Background: an optimization exercise with open tools, aiming at small area. Do not read the settings as production practice. Only simulation tests tie the RTL to the original design; equivalence was not proved. Power is estimated from default activity; no workload was simulated.

run A:
Design tf_framer, start of the top module:
module tf_framer (
    input  wire         clk,
    input  wire         rst,             
    input  wire         role,            
    input  wire         clear,           
    input  wire         in_valid,        
    input  wire [7:0]   in_data,
    input  wire         tick,            
    output wire         frame_valid,
    output wire [15:0]  frame_id,
    output wire [15:0]  frame_len,
    output wire [7:0]   frame_type,
    output wire [255:0] frame_payload,
    input  wire         tx_send,         
    input  wire         tx_is_response,
    input  wire [15:0]  tx_id,
    input  wire [15:0]  tx_len,
    input  wire [7:0]   tx_type,
    input  wire [255:0] tx_payload,
    output wire         tx_ready,
    output wire         tx_ack,
    output wire         tx_status,
    output wire [15:0]  tx_frame_id,
    output wire         tx_valid,
    output wire [7:0]   tx_data
);
    tf_rx u_rx (
  ...
==> flow/config.mk <==
export PLATFORM = sky130hd
export DESIGN_NAME = tf_framer
export DESIGN_NICKNAME = tf_framer
export VERILOG_FILES = /design/flow/design.v
export SDC_FILE = /design/flow/constraint.sdc
export NUM_CORES = 4
export LEC_CHECK = 0
export CAP_MARGIN = 20
export CORE_MARGIN = 2
export CORE_UTILIZATION = 60
export PLACE_DENSITY = 0.75
export SLEW_MARGIN = 20
==> flow/constraint.sdc <==
create_clock -name core_clock -period 10.0 [get_ports {clk}]
set_input_delay 2.0000 -clock core_clock [delete_from_list [all_inputs] [get_ports {clk}]]
set_output_delay 2.0000 -clock core_clock [all_outputs]
set_load 0.01 [all_outputs]
standard.sh (not shown) runs the stock make flow with config.mk's settings and CLKGATE_MAP_FILE= SYNTH_SCRIPT=/design/flow/synth_recipe.tcl, a recipe that flattens the netlist after the stock synthesis.
==> flow/flow/run.sh <==
#!/bin/bash
# Standard ORFS layout with three changes:
#  - synthesis maps the logic with Yosys's default (area-oriented) ABC script
#    instead of ORFS's delay-driven one (flow/synth_area.tcl; registers are
#    mapped exactly as in the standard synthesis, before ABC runs);
#  - the port buffers are the smallest buffer cell;
#  - the clock tree uses small buffers without dummy loads.
set -euo pipefail
bash standard.sh \
  SYNTH_SCRIPT="$PWD/flow/synth_area.tcl" \
  BUFFER_PORTS_ARGS="-buffer_cell sky130_fd_sc_hd__buf_1" \
  CTS_ARGS="-sink_clustering_enable -repair_clock_nets -dont_use_dummy_load -buf_list sky130_fd_sc_hd__clkbuf_8 -sink_clustering_size 20 -sink_clustering_max_diameter 50" \
  finish > flow_orfs.log 2>&1
==> flow/flow/abc_area.script <==
strash
&get -n
&fraig -x
&put
scorr
dc2
dretime
strash
&get -n
&dch -f
&nf -R 1000
&put
==> flow/flow/synth_area.tcl <==
proc synth {args} { yosys synth -nofsm -noshare {*}$args }
# Map the logic for area (Yosys's default ABC script, with the mapper's delay
# relaxed): keep the liberty and dont_use arguments that the ORFS script
# builds, drop its delay-driven script, target and constraints.
set ::abc_area_script [file join [file dirname [file normalize [info script]]] abc_area.script]
proc abc {args} {
  set keep {}
  for {set i 0} {$i < [llength $args]} {incr i} {
    set a [lindex $args $i]
    if {$a in {-script -D -constr}} { incr i; continue }
    lappend keep $a
  }
  lappend keep -script $::abc_area_script
  yosys abc {*}$keep
}
source $::env(SCRIPTS_DIR)/synth.tcl
# left out here: clear keep_hierarchy, flatten, clean up, hide names made inside functions, write 1_2_yosys.v
Run A did not stop at any stage, and its layout met the timing, DRC and antenna checks.
The inputs of run B differ from those of run A as listed below.
diff --git a/flow/flow/run.sh b/flow/flow/run.sh
--- a/flow/flow/run.sh
+++ b/flow/flow/run.sh
@@ -10,4 +10,4 @@
   SYNTH_SCRIPT="$PWD/flow/synth_area.tcl" \
   BUFFER_PORTS_ARGS="-buffer_cell sky130_fd_sc_hd__buf_1" \
-  CTS_ARGS="-sink_clustering_enable -repair_clock_nets -dont_use_dummy_load -buf_list sky130_fd_sc_hd__clkbuf_8 -sink_clustering_size 20 -sink_clustering_max_diameter 50" \
+  CTS_ARGS="-sink_clustering_enable -repair_clock_nets -dont_use_dummy_load -buf_list sky130_fd_sc_hd__clkbuf_4 -sink_clustering_size 10 -sink_clustering_max_diameter 40" \
   finish > flow_orfs.log 2>&1
### Flow results
Delta (run B minus run A): total power draw -0.043 mW; least setup slack across all paths after layout now smaller; total wire length essentially unchanged; total power per unit cell area went down. Taking run A as the reference, in run B normalized max-slew margin went down, wire length on met1 did not really move, final core utilization did not really move, period utilization went up. Fmax: run B below run A. Run B ended up with a higher global-route wire length before repair than run A did. Against run A, run B reports a count of clock-buffer cells in the layout that is higher.
Changes in run C relative to run B:
- PLACE_DENSITY now 0.8, was 0.75
- CORE_UTILIZATION now 70, was 60
Results
Cmp run B and run C / clock-buffer cell count / lower: run C
Routing usage on met2 was lower in run B than in run C.
Comparing run B and run C, the lower time the worst path needs with I/O delays and setup was measured on run B.
Route | run C vs run B | wire longer in run C
In run C relative to run B, final area had gone down slightly.
Run C vs run B: maximum resistive drop on vdd up in run C

[separate check: timing with driven ports]
In the flow no input, the clock included, has a driving cell. The finished layouts below were timed again as built, in two steps.
Step 1: set_driving_cell puts a clkbuf_16 on clk and a buf_2 on each other input, an assumption about the parent block.
Step 2 moves the port delays by t, midway between the first and last clock arrival at a register: inputs arrive t later, outputs are due t later. That takes back most of the time a late clock gives input paths.
Three values: ideal ports, drivers, drivers and shift; two values: the first two.
| run | t (ns) | setup WS [ns] | worst setup path at the end | worst data-port slew with drivers (ns) | pins driven straight from the clock port |
|---|---|---|---|---|---|
| run A | 0.698 | 5.133 / 5.078 / 5.127 | input to register | 0.12 | 1 |
| run B | 0.817 | 5.005 / 4.951 / 5.082 | input to register | 0.14 | 1 |
| run C | 0.816 | 4.929 / 4.875 / 4.706 | input to register | 0.13 | 1 |
After both steps setup and hold are still met in every run listed. The setup slack of run C, which loses most, moves by -0.054 ns with the drivers and by -0.223 ns with both steps.
